This is an optimization exercise on Yosys and OpenROAD, whose aim is small area, a short achievable clock period and few clock cycles, not a production implementation.
RTL that was checked went through simulation tests only; none was proved equivalent to the original.
Power and IR drop assume default switching activity.

## ufs_core
module ufs_core (
    input  wire        clk,
    input  wire        rst,
    input  wire        rx_valid,
    input  wire [7:0]  rx_data,
    output wire        rx_ready,
    output reg         tx_valid,
    output wire [7:0]  tx_data,
    input  wire        tx_ready,
    output reg         mem_clr,
    output reg         buf_we,
    output wire [13:0] buf_addr,
    output wire [7:0]  buf_wdata,
    output reg         name_we,
    output wire [5:0]  name_addr,
    output wire [7:0]  name_wdata,
    output reg         st_valid,
    input  wire        st_ready,
    output wire [5:0]  st_name_len,
    output wire [13:0] st_length
);
Size: about 1100 cells after synthesis, about 83 I/O pins, ~0.016 mm^2 of cells after synthesis.
clock: 8.0 ns
lec_check: 0
cap_margin: 20
core_margin: 2
core_utilization: 70
cts_buf_list: sky130_fd_sc_hd__clkbuf_8
slew_margin: 20
standard.sh (not shown) runs the stock make flow with config.mk's settings and CLKGATE_MAP_FILE= SYNTH_SCRIPT=/design/flow/synth_recipe.tcl, a recipe that flattens the netlist after the stock synthesis.
==> flow/flow/run.sh <==
#!/bin/bash
# Standard ORFS layout, with the port buffers made from plain buffers and
# repair_timing asked for more setup margin.
set -euo pipefail
export BUFFER_PORTS_ARGS="-buffer_cell sky130_fd_sc_hd__buf_2"
export SETUP_SLACK_MARGIN=5
bash standard.sh > standard.log 2>&1
==> next run, changes <==
CORE_UTILIZATION = 40   (was 70)
CTS_CLUSTER_SIZE = 30   (was default)
Cell count climbs by about 15%.
Worst hold slack loses 0.019 ns.
Die area climbs by 73%.
Clock-buffer cell count climbs by 12.
Via count drops by 0.76%.
Register-to-register slack is about the same.
Setup slack gains 0.019 ns.
Critical path depth is unchanged.
Clock skew climbs by 0.013 ns.
Wire length drops by about 8%.
No functional check of the RTL was part of any run of this note.

== the baseline ==
The RTL this note starts from:
==> flow/design.v <==
module ufs_core (
    input  wire        clk,
    input  wire        rst,
    input  wire        rx_valid,
    input  wire [7:0]  rx_data,
    output wire        rx_ready,
    output reg         tx_valid,
    output wire [7:0]  tx_data,
    input  wire        tx_ready,
    output reg         mem_clr,
    output reg         buf_we,
    output wire [13:0] buf_addr,
    output wire [7:0]  buf_wdata,
    output reg         name_we,
    output wire [5:0]  name_addr,
    output wire [7:0]  name_wdata,
    output reg         st_valid,
    input  wire        st_ready,
    output wire [5:0]  st_name_len,
    output wire [13:0] st_length
);
    reg        rdy;
    reg        v1;
    reg  [7:0] d1;
    wire       fire = rx_valid & rdy;
    assign rx_ready = rdy;
    reg s_seek, s_cmd, s_n, s_name, s_tail, s_dsh, s_dsl, s_dlen, s_ddata, s_cs, s_skip;
    reg        is_s, is_e;       
    reg  [7:0] csum;
    reg  [7:0] rem;              
    reg  [1:0] sc;               
    reg        nbig;             
    reg        sbig;             
    reg        eq28;             
    reg        seqh0, seqlo, seq41;
    reg        fok;              
    reg        dv, good;         
    reg        active;
    reg  [5:0] name_len;
    reg [13:0] declared_size;
    assign st_name_len = name_len;
    assign st_length   = declared_size;
    reg [511:0] ring;
    reg  [5:0] ph;
    reg        drn1, drn2;
    wire [7:0] r63 = ring[511:504];
    reg [13:0] ad;
    reg  [7:0] wd;
    assign buf_addr   = ad;
    assign name_addr  = ad[5:0];
    assign buf_wdata  = wd;
    assign name_wdata = wd;
    reg        txd7;
    reg  [4:0] txd;
    assign tx_data = {txd7, 2'b00, txd};
    reg  [1:0] tx_n;             
    reg  [1:0] tx_c;             
    reg        pv;
    reg  [1:0] pc;
    wire [7:0] b    = d1;
    wire       hdr  = (b == 8'h81);
    wire       rem1 = (rem == 8'd1);
    wire p_cmd   = v1 & s_cmd;
    wire p_n     = v1 & s_n;
    wire p_name  = v1 & s_name;
    wire p_tail  = v1 & s_tail;
    wire p_dlen  = v1 & s_dlen;
    wire p_ddata = v1 & s_ddata;
    wire n_ok    = (b[7:6] == 2'b00) & (b != 8'd0);        
    wire size_ok = ~sbig & ~(eq28 & (b != 8'd0));
    wire commit  = p_tail & (sc == 2'd3) & is_s & ~nbig & size_ok;
    wire ins     = p_name & active & ~nbig;
    wire [1:0] ncode  = {is_s & good, ~good};    
    wire       st_set = dv & is_e & good;
    wire       st_nxt = st_set | (st_valid & ~st_ready);
    wire       drn_nxt = (dv & is_s & fok & good & active) | drn1 | (drn2 & (ph != 6'd63));
    wire xfer     = tx_valid & tx_ready;
    wire cur_free = ~tx_valid | (xfer & (tx_n == 2'd0));
    wire cmd_start   = p_cmd & (b == 8'h90);
    wire sn_next     = cmd_start | (s_n & ~v1);
    wire enter_align = p_n & active & n_ok;
    wire in_align    = s_name & active & ~nbig & ~(v1 & rem1);
    wire align_ok    = enter_align ? (ph == 6'd62) :
                       (fire | (v1 ? (ph == ad[5:0]) : (ph + 6'd1 == ad[5:0])));
    wire stall       = pv | st_nxt | drn_nxt;
    wire rdy_nxt     = ~stall & ~(sn_next & active & fire) &
                       (~(enter_align | in_align) | align_ok);
    always @(posedge clk) begin
        d1   <= rx_data;
        wd   <= drn2 ? r63 : d1;
        ring <= {ring[503:0], ins ? b : r63};
    end
    always @(posedge clk) begin
        if (rst) begin
            rdy     <= 1'b1;
            v1      <= 1'b0;
            s_seek  <= 1'b1;
            s_cmd   <= 1'b0;  s_n    <= 1'b0;  s_name  <= 1'b0;  s_tail <= 1'b0;
            s_dsh   <= 1'b0;  s_dsl  <= 1'b0;  s_dlen  <= 1'b0;  s_ddata <= 1'b0;
            s_cs    <= 1'b0;  s_skip <= 1'b0;
            dv      <= 1'b0;
            active  <= 1'b0;
            mem_clr <= 1'b0;
            buf_we  <= 1'b0;
            name_we <= 1'b0;
            st_valid <= 1'b0;
            tx_valid <= 1'b0;
            pv      <= 1'b0;
            ph      <= 6'd0;
            drn1    <= 1'b0;
            drn2    <= 1'b0;
        end else begin
            rdy     <= rdy_nxt;
            v1      <= fire;
            ph      <= ph + 6'd1;
            dv      <= 1'b0;
            mem_clr <= 1'b0;
            buf_we  <= 1'b0;
            name_we <= 1'b0;
            if (v1) begin
                if (s_seek) begin
                    if (hdr) begin s_seek <= 1'b0; s_cmd <= 1'b1; end
                end
                if (s_cmd) begin
                    s_cmd <= 1'b0;
                    if (b == 8'h90)      s_n   <= 1'b1;
                    else if (b == 8'h91) s_dsh <= 1'b1;
                    else if (b == 8'h92) s_tail <= 1'b1;
                    else                 s_skip <= 1'b1;
                end
                if (s_n) begin
                    s_n <= 1'b0;
                    if (b >= 8'd249)     s_skip <= 1'b1;
                    else if (b == 8'd0)  s_tail <= 1'b1;
                    else                 s_name <= 1'b1;
                    mem_clr <= ~active & (b[7:6] == 2'b00);
                end
                if (s_name) begin
                    name_we <= ~active & ~nbig;
                    if (rem1) begin s_name <= 1'b0; s_tail <= 1'b1; end
                end
                if (s_tail) begin
                    if (sc == 2'd3) begin s_tail <= 1'b0; s_cs <= 1'b1; end
                end
                if (s_dsh) begin s_dsh <= 1'b0; s_dsl <= 1'b1; end
                if (s_dsl) begin s_dsl <= 1'b0; s_dlen <= 1'b1; end
                if (s_dlen) begin
                    s_dlen <= 1'b0;
                    if (b >= 8'd251)     s_skip  <= 1'b1;
                    else if (b == 8'd0)  s_cs    <= 1'b1;
                    else                 s_ddata <= 1'b1;
                end
                if (s_ddata) begin
                    buf_we <= fok;
                    if (rem1) begin s_ddata <= 1'b0; s_cs <= 1'b1; end
                end
                if (s_cs) begin
                    s_cs <= 1'b0; s_seek <= 1'b1;
                    dv   <= 1'b1;
                end
                if (s_skip) begin
                    if (rem1) begin s_skip <= 1'b0; s_seek <= 1'b1; end
                end
            end
            if (dv) begin
                if (is_s) begin
                    if (fok) begin
                        active <= good;
                        if (active) mem_clr <= 1'b1;
                    end
                end else if (is_e) begin
                    active <= 1'b0;
                end
            end
            if (st_set) st_valid <= 1'b1;
            else if (st_ready) st_valid <= 1'b0;
            if (dv & is_s & fok & good & active) drn1 <= 1'b1;
            if (drn1 & (ph == 6'd63)) begin drn1 <= 1'b0; drn2 <= 1'b1; end
            if (drn2) begin
                name_we <= (ph < name_len);
                if (ph == 6'd63) drn2 <= 1'b0;
            end
            if (cur_free) begin
                if (pv | dv) tx_valid <= 1'b1;
                else         tx_valid <= 1'b0;
                pv <= pv & dv;
            end else if (dv) begin
                pv <= 1'b1;
            end
        end
    end
    always @(posedge clk) begin
        if (v1) begin
            if (s_seek) csum <= 8'h81;
            else        csum <= csum + b;
        end
        if (p_cmd) begin
            is_s <= (b == 8'h90);
            is_e <= (b == 8'h92);
            fok  <= active;                  
            sc   <= 2'd2;
            rem  <= 8'd255;                  
        end
        if (p_n) begin
            nbig <= (b[7:6] != 2'b00);
            sbig <= 1'b0;
            sc   <= 2'd0;
            ad[7:0] <= 8'hff;
            rem  <= (b >= 8'd249) ? 8'd254 : b;
        end
        if (p_name) begin
            rem        <= rem - 8'd1;
            ad[7:0]    <= ad[7:0] + 8'd1;
        end
        if (p_tail) begin
            sc <= sc + 2'd1;
            if (sc == 2'd0 || sc == 2'd1) sbig <= sbig | (b != 8'd0);
            if (sc == 2'd2) begin
                sbig <= sbig | (b > 8'h28);
                eq28 <= (b == 8'h28);
                ad[13:8] <= b[5:0];          
            end
            if (sc == 2'd3 && is_s) fok <= commit;
        end
        if (commit) begin
            name_len      <= ad[5:0] + 6'd1;
            declared_size <= {ad[13:8], b};
        end
        if (v1 & s_dsh) seqh0 <= (b == 8'd0);
        if (v1 & s_dsl) begin
            seqlo <= seqh0 & (b != 8'd0) & (b <= 8'd40);
            seq41 <= seqh0 & (b == 8'd41);
            ad[13:8] <= b[5:0] - 6'd1;
        end
        if (p_dlen) begin
            fok  <= active & (seqlo | (seq41 & (b == 8'd0)));
            rem  <= (b >= 8'd251) ? 8'd252 : b;
            ad[7:0] <= 8'hff;
        end
        if (p_ddata) begin
            rem           <= rem - 8'd1;
            ad[7:0]       <= ad[7:0] + 8'd1;
        end
        if (v1 & s_skip) rem <= rem - 8'd1;
        if (v1 & s_cs) good <= (csum == b) & fok;
        if (drn2) ad[5:0] <= ph;
        if (xfer & (tx_n != 2'd0)) begin
            tx_n    <= tx_n - 2'd1;
            {txd7, txd} <= (tx_n == 2'd2) ? {1'b1, 5'h13 + {3'd0, tx_c}} : {1'b0, 5'h14 + {3'd0, tx_c}};
        end else if (cur_free & (pv | dv)) begin
            tx_n    <= 2'd2;
            {txd7, txd} <= 6'h21;
            tx_c    <= pv ? pc : ncode;
        end
        if (dv & ~(cur_free & ~pv)) pc <= ncode;
    end
endmodule
==> flow/config.mk <==
export PLATFORM = sky130hd
export DESIGN_NAME = ufs_core
export DESIGN_NICKNAME = ufs_core
export VERILOG_FILES = /design/flow/design.v
export SDC_FILE = /design/flow/constraint.sdc
export NUM_CORES = 4
export LEC_CHECK = 0
export CAP_MARGIN = 20
export CORE_MARGIN = 2
export CORE_UTILIZATION = 40
export CTS_BUF_LIST = sky130_fd_sc_hd__clkbuf_4
export CTS_CLUSTER_SIZE = 20
export SLEW_MARGIN = 20
==> flow/constraint.sdc <==
create_clock -name core_clock -period 8.0 [get_ports {clk}]
set_input_delay 1.6000 -clock core_clock [delete_from_list [all_inputs] [get_ports {clk}]]
set_output_delay 1.6000 -clock core_clock [all_outputs]
set_load 0.01 [all_outputs]
Scripts as last shown in full above: flow/flow/run.sh
The baseline did not stop at any stage, and its layout met the timing, DRC and antenna checks.
### the baseline -> the candidate
- CORE_UTILIZATION changed from 40 to 70
- CTS_CLUSTER_SIZE removed (was 20)
- CTS_BUF_LIST removed (was sky130_fd_sc_hd__clkbuf_4)
- Fraction of met3 tracks used by global routing delta (the baseline -> the candidate): insignificant
- Any difference in combinational power share between the candidate and the baseline is small enough to ignore.
- Compared to the baseline, the candidate leaves less free space in the core.
- Re post-cts gate resize count: the candidate is 8 down on the baseline.
- [the candidate] met1 routing resource usage after global routing rose 18 points relative to the baseline
- Summary: with the baseline as the reference, non-clock buffer count in the candidate moved down by more than 10%.
- The die of the candidate is smaller than the one used in the baseline.
- Non-clock buffer contribution to total cell area: lower on the candidate
Function was not checked in any run of this note: the RTL went through the layout flow alone.

## the previous run
RTL: the design.v shown in full above, as it stands there.
Settings: LEC_CHECK=0, CAP_MARGIN=20, CORE_MARGIN=2, CORE_UTILIZATION=40, SLEW_MARGIN=20; clock period 8.0 ns.
==> flow/flow/run.sh <==
#!/bin/bash
set -euo pipefail
export BUFFER_PORTS_ARGS="-buffer_cell sky130_fd_sc_hd__buf_2"
export SETUP_SLACK_MARGIN=6
bash standard.sh > standard.log 2>&1
Input changes introduced in the current run (baseline for comparison: the previous run):
==> flow/flow/run.sh <==
#!/bin/bash
set -euo pipefail
export BUFFER_PORTS_ARGS="-buffer_cell sky130_fd_sc_hd__buf_2"
export SETUP_SLACK_MARGIN=5
bash standard.sh > standard.log 2>&1
Notes after the runs:
Share of total power in the clock network down 1.1 points in the current run wrt the previous run
In the current run, the post-detailed-placement cell area came out about 0.4% below the value in the previous run.
Cmp the current run vs the previous run: global-route wire length before repair lower in the current run
Higher post-layout instance count excluding filler cells was reported by the previous run, not the current run.
As far as synthesized cell count goes, the current run and the previous run are indistinguishable; the numbers are identical.
Combinational cell fraction of total power: the current run lower than the previous run
The current run reports its source of the critical timing path as ad[1] while the previous run reports declared_size[2].
Going from the previous run to the current run, total power went down by 2.8%; number of vias after detailed routing went down by 97; area overhead of the layout relative to synthesis went down by 5.2 points; relative max-transition margin went down by 26 points; fraction of power spent switching nets was more or less identical.
No run of this note included a check of the RTL's function; only the layout flow was run.

Another version of the RTL of ufs_core (not shown whole).
Size: roughly 1100 cells after synthesis, roughly 83 I/O pins, ~0.016 mm² of cells after synthesis.
// ufs_core
module ufs_core (
    input  wire        clk,
    input  wire        rst,
    input  wire        rx_valid,
    input  wire [7:0]  rx_data,
    output wire        rx_ready,
    output reg         tx_valid,
    output wire [7:0]  tx_data,
    input  wire        tx_ready,
    output reg         mem_clr,
    output reg         buf_we,
    output wire [13:0] buf_addr,
    output wire [7:0]  buf_wdata,
    output reg         name_we,
    output wire [5:0]  name_addr,
    output wire [7:0]  name_wdata,
    output reg         st_valid,
    input  wire        st_ready,
    output wire [5:0]  st_name_len,
    output wire [13:0] st_length
);
    reg        rdy;
    reg        v1;
    reg  [7:0] d1;
    wire       fire = rx_valid & rdy;
    assign rx_ready = rdy;
    reg s_seek, s_cmd, s_n, s_name, s_tail, s_dsh, s_dsl, s_dlen, s_ddata, s_cs, s_skip;
    reg        is_s, is_e;       
    reg  [7:0] csum;
    reg  [7:0] rem;              
    reg  [1:0] sc;               
    reg        nbig;             
    reg        sbig;             
  ...
export LEC_CHECK = 0
export CAP_MARGIN = 20
export CORE_MARGIN = 2
export CORE_UTILIZATION = 40
export CTS_CLUSTER_DIAMETER = 120
export CTS_CLUSTER_SIZE = 28
export SLEW_MARGIN = 20
create_clock -name core_clock -period 8.0 [get_ports {clk}]
==> flow/flow/run.sh <==
#!/bin/bash
# Standard ORFS layout, with the port buffers made from plain buffers and
# repair_timing asked for more setup margin.
set -euo pipefail
export BUFFER_PORTS_ARGS="-buffer_cell sky130_fd_sc_hd__buf_2"
export SETUP_SLACK_MARGIN=5
bash standard.sh > standard.log 2>&1
Testbench counts at the start, summed over its fixed seeds: cycles 69,361.
Then changed:
--- a/flow/flow/run.sh
+++ b/flow/flow/run.sh
@@ -6 +6 @@
-export SETUP_SLACK_MARGIN=5
+export SETUP_SLACK_MARGIN=5.3
- CORE_UTILIZATION: 40 -> 75
- CTS_CLUSTER_DIAMETER: 120 -> 100
Cell area grows by 0.58%.
Critical path depth grows by 7.
Area after synthesis does not change.
Total power grows by 2.3%.
Then changed:
--- a/flow/flow/run.sh
+++ b/flow/flow/run.sh
@@ -6 +6 @@
-export SETUP_SLACK_MARGIN=5.3
+export SETUP_SLACK_MARGIN=5.5
- CORE_UTILIZATION: 75 -> 65
Effect: The new run ran to the end with no violations; count of clock-buffer cells in the layout stays the same; via count went down by roughly a tenth; utilization shrinks by 11 points; worst setup slack improved by 100 ps; sequential share of layout area is lower by 0.71 points; cell area rises slightly; hold slack loses 4.9 ps; global-route usage falls by 12 points.
Then changed:
--- a/flow/flow/run.sh
+++ b/flow/flow/run.sh
@@ -6 +6 @@
-export SETUP_SLACK_MARGIN=5.5
+export SETUP_SLACK_MARGIN=5.3
- CORE_UTILIZATION: 65 -> 40
- CTS_CLUSTER_DIAMETER: 100 -> 120
What happened: The changed run finished with timing, DRC and antenna clean. Synthesized area does not change. Final area climbs by 0.49%. Wire length barely changes. Hold slack loses 8.7 ps. Register-to-register slack got worse by 130 ps. Via count fell by 0.93%. Global-route usage decreases by 7.4 points. Cell count climbs by 13%. Total power barely changes. Sequential power is about the same. Core utilization goes down by 28 points.

## what the ideal ports hide
The results above use ideal ports. As a check the final layouts listed here were re-extracted and re-timed, cells and wires unchanged.
Step 1: set_driving_cell puts a clkbuf_16 on clk and a buf_2 on each other input, an assumption about the parent block.
Step 2 times the ports against the registers' clock, not the clock port: input delays grow and output delays shrink by t, the midpoint of the rising clock arrivals with the driver on.
Three values: ideal ports, drivers, drivers and shift; two values: the first two.
run	shift t [ns]	setup slack, ns	hold WS [ns]	worst slew at a driven data input, ns	pins driven straight from the clock port
the first run of note 1	0.651	5.071 / 5.027 / 4.964	0.308 / 0.308 / 0.308	0.07	1
the second run of note 1	0.667	5.090 / 5.045 / 4.907	0.290 / 0.290 / 0.290	0.10	1
the baseline	0.795	4.965 / 4.920 / 4.863	0.287 / 0.287 / 0.287	0.09	1
the candidate	0.611	5.066 / 5.020 / 4.927	0.301 / 0.301 / 0.301	0.09	1
the previous run	0.649	5.107 / 5.053 / 5.394	0.311 / 0.311 / 0.311	0.07	1
the current run	0.639	5.068 / 5.017 / 4.917	0.316 / 0.316 / 0.316	0.09	1
the first run of note 4	0.613	5.048 / 4.995 / 4.954	0.305 / 0.305 / 0.305	0.05	1
the second run of note 4	0.606	5.127 / 5.127 / 5.077	0.327 / 0.327 / 0.327	0.06	1
the third run of note 4	0.599	5.226 / 5.177 / 5.240	0.322 / 0.322 / 0.322	0.05	1
the fourth run of note 4	0.611	5.161 / 5.108 / 5.066	0.313 / 0.313 / 0.313	0.07	1
After both steps every run listed still meets setup and hold. The setup slack of the second run of note 1, which loses most, moves by -0.045 ns with the drivers and by -0.183 ns with both steps.
